This design comes from an exercise in tuning for small area, a short achievable clock period and few clock cycles on the open sky130 flow, not from production work. Function was checked by simulation only, so behaviour that the tests miss may differ from the original. Power and IR drop assume default switching activity.

Design pecf_link, start of the top module:
module pecf_link (
    input  wire        clk,
    input  wire        rst,
    input  wire        tx_valid,
    input  wire [7:0]  tx_data,
    input  wire        tx_last,
    output wire        tx_ready,
    output wire        out_valid,
    output wire [7:0]  out_data,
    input  wire        out_ready,
    input  wire        rx_start,
    input  wire        rx_valid,
    input  wire [7:0]  rx_data,
    input  wire [22:0] noise_floor_uv,
    output wire        blk_valid,
    output wire [3:0]  blk_dev,
    output wire [15:0] blk_code0,
    output wire [15:0] blk_code1,
    output wire [15:0] blk_code2,
    output wire        blk_pec_ok,
    output wire        pec_err,
    output wire [22:0] blk_uv0,
    output wire [22:0] blk_uv1,
    output wire [22:0] blk_uv2
);
For scale: about 690 cells after synthesis, ~170 flip-flops, roughly 8500 um2 of cells after synthesis.
export LEC_CHECK = 0
export CAP_MARGIN = 20
export CORE_MARGIN = 2
export CORE_UTILIZATION = 55
export CTS_BUF_LIST = sky130_fd_sc_hd__clkbuf_8
export SLEW_MARGIN = 20
create_clock -name core_clock -period 9.0 [get_ports {clk}]
standard.sh (not shown) runs the stock make flow with config.mk's settings and CLKGATE_MAP_FILE= SYNTH_SCRIPT=/design/flow/synth_recipe.tcl, a recipe that flattens the netlist after the stock synthesis.
==> flow/flow/run.sh <==
#!/bin/bash
# The standard layout, except that the port buffers are made as the smallest
# buffer cell (buf_1) instead of the resizer's default pick, and the timing
# repair steps aim for 5.75 ns of setup slack instead of 0 (the clock period
# and constraints stay the design's).
set -euo pipefail
cd "$(dirname "$0")/.."
bash standard.sh BUFFER_PORTS_ARGS="-buffer_cell sky130_fd_sc_hd__buf_1" SETUP_SLACK_MARGIN=5.75 finish > standard_flow.log 2>&1
Testbench counts at the start, summed over its fixed seeds: cycles 35,024.
==> next run, changes <==
--- a/flow/flow/run.sh
+++ b/flow/flow/run.sh
@@ -8 +8 @@
-bash standard.sh BUFFER_PORTS_ARGS="-buffer_cell sky130_fd_sc_hd__buf_1" SETUP_SLACK_MARGIN=5.75 finish > standard_flow.log 2>&1
+bash standard.sh BUFFER_PORTS_ARGS="-buffer_cell sky130_fd_sc_hd__buf_1" SETUP_SLACK_MARGIN=5.75 RECOVER_POWER=100 finish > standard_flow.log 2>&1
After rerunning: This time the run completed, yet does not pass: max-capacitance violations, max-slew violations. Hold slack hardly moves. Total power decreases slightly. Final area decreases slightly. Area after synthesis does not change. Core utilization came out lower by 0.50 points. Worst setup slack gets worse by 1.7 ns. Global-route usage does not change. Wire length barely changes. Sequential cell count is unchanged.
==> next run, changes <==
--- a/flow/flow/run.sh
+++ b/flow/flow/run.sh
@@ -8 +8 @@
-bash standard.sh BUFFER_PORTS_ARGS="-buffer_cell sky130_fd_sc_hd__buf_1" SETUP_SLACK_MARGIN=5.75 RECOVER_POWER=100 finish > standard_flow.log 2>&1
+bash standard.sh BUFFER_PORTS_ARGS="-buffer_cell sky130_fd_sc_hd__buf_1" SETUP_SLACK_MARGIN=5.75 finish > standard_flow.log 2>&1
Settings changed: CORE_UTILIZATION 55 to 65.
Outcome:
- With this change the flow completed with no timing, DRC or antenna violations
- cell area is higher by 1.3%
- clock power climbs by 17%
- hold slack is about the same
- via count goes up by 2.1%
- setup slack is better by 1.6 ns
- die area goes down by 15%
==> next run, changes <==
--- a/flow/flow/run.sh
+++ b/flow/flow/run.sh
@@ -8 +8 @@
-bash standard.sh BUFFER_PORTS_ARGS="-buffer_cell sky130_fd_sc_hd__buf_1" SETUP_SLACK_MARGIN=5.75 finish > standard_flow.log 2>&1
+bash standard.sh BUFFER_PORTS_ARGS="-buffer_cell sky130_fd_sc_hd__buf_1" SETUP_SLACK_MARGIN=5.85 finish > standard_flow.log 2>&1
Settings changed: CORE_UTILIZATION 65 to 55.
Result: Wire length drops by 3.0%. Global-route usage drops by 4.6 points. Hold slack got worse by 0.0069 ns. Sequential cell count does not change. Final cell count climbs by 2.6%. Via count drops by 2.6%.

* * *

## 12-14
The RTL this note starts from:
==> flow/design.v <==
module pecf_table (
    input  wire [7:0]  idx,
    output wire [14:0] entry
);
    wire t8 = idx[2] ^ idx[6];
    wire t9 = idx[1] ^ idx[5];
    wire t10 = idx[0] ^ idx[4];
    wire t11 = idx[3] ^ t8;
    wire t12 = idx[2] ^ t9;
    wire t13 = idx[1] ^ t10;
    wire t14 = idx[3] ^ idx[4];
    wire t15 = idx[6] ^ idx[7];
    wire t16 = idx[5] ^ t11;
    wire t17 = idx[7] ^ t11;
    wire t18 = t13 ^ t17;
    wire t19 = idx[7] ^ t14;
    wire t20 = t12 ^ t19;
    wire t21 = idx[4] ^ t16;
    wire t22 = idx[0] ^ t12;
    wire t23 = idx[7] ^ t10;
    wire t24 = t8 ^ t13;
    wire t25 = idx[5] ^ idx[6];
    wire t26 = t10 ^ t25;
    wire t27 = t9 ^ t15;
    wire t28 = idx[3] ^ t13;
    wire t29 = idx[4] ^ t12;
    wire t30 = t14 ^ t15;
    wire t31 = idx[0] ^ t9;
    wire t32 = t11 ^ t31;
    assign entry[0] = t18;
    assign entry[1] = t20;
    assign entry[2] = t21;
    assign entry[3] = t22;
    assign entry[4] = t23;
    assign entry[5] = t9;
    assign entry[6] = t8;
    assign entry[7] = t24;
    assign entry[8] = t26;
    assign entry[9] = t27;
    assign entry[10] = t28;
    assign entry[11] = t29;
    assign entry[12] = t16;
    assign entry[13] = t30;
    assign entry[14] = t32;
endmodule
module pecf_step (
    input  wire [14:0] rem_in,
    input  wire [7:0]  data,
    output wire [14:0] rem_out
);
    wire [14:0] entry;
    pecf_table u_table (
        .idx   (rem_in[14:7] ^ data),
        .entry (entry)
    );
    assign rem_out = {rem_in[6:0], 8'h00} ^ entry;
endmodule
module pecf_tx (
    input  wire       clk,
    input  wire       rst,
    input  wire       tx_valid,
    input  wire [7:0] tx_data,
    input  wire       tx_last,
    output wire       tx_ready,
    output wire       out_valid,
    output wire [7:0] out_data,
    input  wire       out_ready
);
    localparam [14:0] SEED = 15'h0010;
    reg         pec_hi;      
    reg         pec_lo;      
    reg  [14:0] rem;
    reg         obuf_valid;  
    reg  [7:0]  obuf_data;
    reg         spare_valid;
    reg  [7:0]  spare_data;
    reg         ready;       
    wire        pay   = !(pec_hi || pec_lo);
    wire        f_valid = pay ? tx_valid : 1'b1;
    wire [7:0]  f_data  = pay ? tx_data  : rem[14:7];
    wire        f_take  = f_valid && !spare_valid;
    wire [14:0] rem_next;
    assign tx_ready  = ready;
    assign out_valid = obuf_valid;
    assign out_data  = obuf_data;
    wire obuf_free = !obuf_valid || out_ready;
    pecf_step u_step (
        .rem_in  (rem),
        .data    (f_data),
        .rem_out (rem_next)
    );
    wire pec_hi_d = rst ? 1'b0 : f_take ? (pay && tx_last) : pec_hi;
    wire pec_lo_d = rst ? 1'b0 : f_take ? pec_hi : pec_lo;
    wire spare_d  = rst ? 1'b0 : obuf_free ? 1'b0 : (spare_valid || f_valid);
    always @(posedge clk) begin
        pec_hi      <= pec_hi_d;
        pec_lo      <= pec_lo_d;
        spare_valid <= spare_d;
        ready       <= !(pec_hi_d || pec_lo_d) && !spare_d;
        if (rst)
            rem <= SEED;
        else if (f_take)
            rem <= pec_lo ? SEED : rem_next;
    end
    always @(posedge clk) begin
        if (obuf_free)
            obuf_data <= spare_valid ? spare_data : f_data;
        if (!obuf_free && !spare_valid)
            spare_data <= f_data;
        if (rst)
            obuf_valid <= 1'b0;
        else if (obuf_free)
            obuf_valid <= spare_valid || f_valid;
    end
endmodule
module pecf_rx (
    input  wire        clk,
    input  wire        rst,
    input  wire        rx_start,
    input  wire        rx_valid,
    input  wire [7:0]  rx_data,
    input  wire [22:0] noise_floor_uv,
    output reg         blk_valid,
    output reg  [3:0]  blk_dev,
    output wire [15:0] blk_code0,
    output wire [15:0] blk_code1,
    output wire [15:0] blk_code2,
    output reg         blk_pec_ok,
    output reg         pec_err,
    output wire [22:0] blk_uv0,
    output wire [22:0] blk_uv1,
    output wire [22:0] blk_uv2
);
    localparam [14:0] SEED = 15'h0010;
    reg  [2:0]  pos;         
    reg  [14:0] rem;
    reg  [47:0] payload;     
    reg  [20:0] x_top;           
    reg         x_low;           
    reg         moved;           
    reg  [20:4] x_mid, x_bot;    
    reg         low_mid, low_bot;
    wire [14:0] rem_next;
    pecf_step u_step (
        .rem_in  (rem),
        .data    (rx_data),
        .rem_out (rem_next)
    );
    assign blk_code0  = payload[15:0];
    assign blk_code1  = payload[31:16];
    assign blk_code2  = payload[47:32];
    wire        rem_ok = (rem_next == 15'd0);
    wire [22:0] top_uv;
    pecf_scale u_scale (.code(blk_code2), .uv(top_uv));
    wire        top_low   = ({x_top, 2'b00} < noise_floor_uv);
    wire [20:0] x_clamped = x_low ? 21'd0 : x_top;
    function [3:0] x25_low (input [3:0] c);
        x25_low = {c[3] ^ c[0], c[2:0]};
    endfunction
    assign blk_uv0 = {x_bot, low_bot ? 4'd0 : x25_low(blk_code0[3:0]), 2'b00};
    assign blk_uv1 = {x_mid, low_mid ? 4'd0 : x25_low(blk_code1[3:0]), 2'b00};
    assign blk_uv2 = {x_clamped, 2'b00};
    always @(posedge clk) begin
        if (rst || rx_start || (rx_valid && pos == 3'd7))
            rem <= SEED;
        else if (rx_valid)
            rem <= rem_next;
        if (rx_valid) begin
            if (!(pos[2] && pos[1]))
                payload <= {rx_data, payload[47:8]};
        end
        if (!pos[0])
            x_top <= top_uv[22:2];
        x_low <= top_low;
        moved <= rx_valid;
        if (moved && (pos == 3'd4 || pos == 3'd6)) begin
            x_mid   <= x_clamped[20:4];
            low_mid <= x_low;
            x_bot   <= x_mid;
            low_bot <= low_mid;
        end
    end
    always @(posedge clk) begin
        blk_valid  <= rx_valid && (pos == 3'd7);
        blk_pec_ok <= rem_ok;
        if (rst || rx_start) begin
            pos     <= 3'd0;
            blk_dev <= 4'd0;
            pec_err <= 1'b0;
        end else begin
            if (rx_valid)
                pos <= pos + 3'd1;
            if (blk_valid)
                blk_dev <= blk_dev + 4'd1;
            if (rx_valid && pos == 3'd7 && !rem_ok)
                pec_err <= 1'b1;
        end
    end
endmodule
module pecf_scale (
    input  wire [15:0] code,
    output wire [22:0] uv
);
    wire [20:0] x25 = ({code, 4'b0} + {code, 3'b0}) + code;
    assign uv = {x25, 2'b00};
endmodule
module pecf_link (
    input  wire        clk,
    input  wire        rst,
    input  wire        tx_valid,
    input  wire [7:0]  tx_data,
    input  wire        tx_last,
    output wire        tx_ready,
    output wire        out_valid,
    output wire [7:0]  out_data,
    input  wire        out_ready,
    input  wire        rx_start,
    input  wire        rx_valid,
    input  wire [7:0]  rx_data,
    input  wire [22:0] noise_floor_uv,
    output wire        blk_valid,
    output wire [3:0]  blk_dev,
    output wire [15:0] blk_code0,
    output wire [15:0] blk_code1,
    output wire [15:0] blk_code2,
    output wire        blk_pec_ok,
    output wire        pec_err,
    output wire [22:0] blk_uv0,
    output wire [22:0] blk_uv1,
    output wire [22:0] blk_uv2
);
    pecf_tx u_tx (
        .clk       (clk),
        .rst       (rst),
        .tx_valid  (tx_valid),
        .tx_data   (tx_data),
        .tx_last   (tx_last),
        .tx_ready  (tx_ready),
        .out_valid (out_valid),
        .out_data  (out_data),
        .out_ready (out_ready)
    );
    pecf_rx u_rx (
        .clk            (clk),
        .rst            (rst),
        .rx_start       (rx_start),
        .rx_valid       (rx_valid),
        .rx_data        (rx_data),
        .noise_floor_uv (noise_floor_uv),
        .blk_valid      (blk_valid),
        .blk_dev        (blk_dev),
        .blk_code0      (blk_code0),
        .blk_code1      (blk_code1),
        .blk_code2      (blk_code2),
        .blk_pec_ok     (blk_pec_ok),
        .pec_err        (pec_err),
        .blk_uv0        (blk_uv0),
        .blk_uv1        (blk_uv1),
        .blk_uv2        (blk_uv2)
    );
endmodule
clock: 9.0 ns
lec_check: 0
cap_margin: 20
core_margin: 2
core_utilization: 55
cts_buf_list: sky130_fd_sc_hd__clkbuf_8
slew_margin: 20
==> flow/flow/run.sh <==
#!/bin/bash
# The standard layout, except that the port buffers are made as the smallest
# buffer cell (buf_1) instead of the resizer's default pick, and the timing
# repair steps aim for 6 ns of setup slack instead of 0 (the clock period
# and constraints stay the design's).
set -euo pipefail
cd "$(dirname "$0")/.."
bash standard.sh BUFFER_PORTS_ARGS="-buffer_cell sky130_fd_sc_hd__buf_1" SETUP_SLACK_MARGIN=6 finish > standard_flow.log 2>&1
12-14 reached the final stage; the timing, DRC and antenna checks on its layout passed.
Testbench counts of 12-14, summed over its fixed seeds: cycles 35,024.
What 08-22 does differently from 12-14 at the input level:
==> flow/flow/run.sh <==
#!/bin/bash
# The standard layout, except that the port buffers are made as the smallest
# buffer cell (buf_1) instead of the resizer's default pick; the repair steps
# still resize them where timing or slew asks for it.
set -euo pipefail
cd "$(dirname "$0")/.."
bash standard.sh BUFFER_PORTS_ARGS="-buffer_cell sky130_fd_sc_hd__buf_1" finish > standard_flow.log 2>&1
Results
For detailed-routing wirelength on met1, dividing the value from 12-14 by the value from 08-22 gives 1.08. Going from 12-14 to 08-22, worst hold slack grows by 0.0046 ns. On 08-22: post-layout utilization of the core is 8.0 points lower than what 12-14 gave. Between 08-22 and 12-14, it is 08-22 whose switching share of total power is lower, by 0.60 points. Relative to 12-14, number of setup buffers added after CTS has decreased by 40 in 08-22. 08-22 — met1 track utilization from global routing 2.3 points lower, 12-14 as reference. On worst voltage drop across the vdd grid: 08-22 sits below 12-14. Per the comparison of 08-22 with 12-14, final wirelength has decreased, final critical delay including setup and external delays has increased, total global-route track usage has decreased.

* * *

== job 3821 ==
pecf_link, a different RTL version from the one above (not shown whole).
For scale: roughly 670 cells after synthesis, about 180 I/O pins, ~7700 µm² of cells after synthesis.
==> flow/design.v (excerpt) <==
module pecf_link (
    input  wire        clk,
    input  wire        rst,
    input  wire        tx_valid,
    input  wire [7:0]  tx_data,
    input  wire        tx_last,
    output wire        tx_ready,
    output wire        out_valid,
    output wire [7:0]  out_data,
    input  wire        out_ready,
    input  wire        rx_start,
    input  wire        rx_valid,
    input  wire [7:0]  rx_data,
    input  wire [22:0] noise_floor_uv,
    output wire        blk_valid,
    output wire [3:0]  blk_dev,
    output wire [15:0] blk_code0,
    output wire [15:0] blk_code1,
    output wire [15:0] blk_code2,
    output wire        blk_pec_ok,
    output wire        pec_err,
    output wire [22:0] blk_uv0,
    output wire [22:0] blk_uv1,
    output wire [22:0] blk_uv2
);
    pecf_tx u_tx (
        .clk       (clk),
        .rst       (rst),
        .tx_valid  (tx_valid),
        .tx_data   (tx_data),
        .tx_last   (tx_last),
        .tx_ready  (tx_ready),
        .out_valid (out_valid),
        .out_data  (out_data),
        .out_ready (out_ready)
    );
    pecf_rx u_rx (
        .clk            (clk),
        .rst            (rst),
        .rx_start       (rx_start),
        .rx_valid       (rx_valid),
  ...
==> flow/config.mk <==
export PLATFORM = sky130hd
export DESIGN_NAME = pecf_link
export DESIGN_NICKNAME = pecf_link
export VERILOG_FILES = /design/flow/design.v
export SDC_FILE = /design/flow/constraint.sdc
export NUM_CORES = 4
export LEC_CHECK = 0
export CAP_MARGIN = 20
export CORE_MARGIN = 2
export CORE_UTILIZATION = 55
export CTS_BUF_LIST = sky130_fd_sc_hd__clkbuf_8
export SLEW_MARGIN = 20
==> flow/constraint.sdc <==
create_clock -name core_clock -period 9.0 [get_ports {clk}]
set_input_delay 1.8000 -clock core_clock [delete_from_list [all_inputs] [get_ports {clk}]]
set_output_delay 1.8000 -clock core_clock [all_outputs]
set_load 0.01 [all_outputs]
==> flow/flow/run.sh <==
#!/bin/bash
# The standard layout, except that the port buffers are made as the smallest
# buffer cell (buf_1) instead of the resizer's default pick; the repair steps
# still resize them where timing or slew asks for it.
set -euo pipefail
cd "$(dirname "$0")/.."
bash standard.sh BUFFER_PORTS_ARGS="-buffer_cell sky130_fd_sc_hd__buf_1" finish > standard_flow.log 2>&1
Testbench counts of job 3821, summed over its fixed seeds: cycles 35,016.
Input changes introduced in job 7368 (baseline for comparison: job 3821):
- CTS_CLUSTER_DIAMETER: unset -> 100
- CTS_CLUSTER_SIZE: unset -> 40
## What came out
Both conditions hold for job 7368: the flow ran to the end and the final layout passed the timing, DRC and antenna checks.
From job 7368 to job 3821, length in cells of the worst reg-to-reg path did not move at all.
Compound-cell area share of the yosys netlist: job 3821 vs job 7368, no meaningful difference
Summary of job 7368 over job 3821: number of filler instances in the final layout held; xor/xnor share of the synthesized area held; fraction of the core area covered by cells at the end of the flow held.
Reported for job 3821 and job 7368, total power turned out identical to the last digit.
On share of total power consumed by net switching, job 3821 tracks job 7368 almost exactly.
Diff job 7368..job 3821 | post-detailed-route via-to-cell ratio | unchanged
On number of gates resized after CTS, job 3821 and job 7368 are neck and neck.
Cell area: job 3821 vs job 7368 identical
For job 7869, these inputs were changed with respect to job 7368:
- putting SETUP_SLACK_MARGIN at 5 where nothing was set
- clearing CTS_CLUSTER_DIAMETER, which used to be 100
- clearing CTS_CLUSTER_SIZE, which used to be 40
Results
In the final reports, the cell area of job 7869 is larger than that of job 7368. Via count of the first global-routing pass, job 7869 and job 7368: lower on job 7368. The sequential share of layout area of job 7869 is lower than that of job 7368. Job 7368 has a higher maximum operating frequency than job 7869. On share of layout cells above drive strength 1: between job 7869 and job 7368, it ends up lower for job 7368. Diff job 7869 and job 7368: final worst slack higher in job 7368. Total detailed-routing wirelength grows slightly when moving from job 7368 to job 7869. Looking at job 7869 and job 7368, the cell count is a wash. Relative to job 7368, the final cycle utilization of the critical path of job 7869 is higher by 0.37 points.

## what the ideal ports hide
The flow's constraints put no driver on any port. The routed layouts listed below were extracted and timed again, unchanged, in two steps.
Step 1 (the two cells are an assumption about what drives the block):
set clk [get_ports {clk}]
set_driving_cell -lib_cell sky130_fd_sc_hd__clkbuf_16 $clk
set_driving_cell -lib_cell sky130_fd_sc_hd__buf_2 [delete_from_list [all_inputs] $clk]
Step 2, shift: input delay + t, output delay - t, t = (earliest + latest rising clock arrival at the registers) / 2. This alone moves slack from input paths to output paths.
Slacks: ideal / step 1 / step 2; pairs: ideal / step 1.
run	t (ns)	setup slack, ns	latest minus earliest clock arrival (ns)
the first run of note 1	0.488	5.892 / 5.856 / 5.424	0.015 / 0.015
the second run of note 1	0.487	4.168 / 4.160 / 3.673	0.014 / 0.014
the third run of note 1	0.493	5.810 / 5.788 / 5.334	0.015 / 0.015
the fourth run of note 1	0.479	5.935 / 5.900 / 5.512	0.020 / 0.020
12-14	0.504	5.904 / 5.864 / 5.480	0.012 / 0.011
08-22	0.482	5.574 / 5.536 / 5.207	0.015 / 0.015
job 3821	0.486	4.857 / 4.836 / 4.651	0.013 / 0.013
job 7368	0.486	4.857 / 4.836 / 4.651	0.013 / 0.013
job 7869	0.480	4.824 / 4.803 / 4.803	0.010 / 0.010
For the second run of note 1, which loses most, drivers alone change the setup slack by -0.008 ns; drivers and shift together by -0.495 ns.
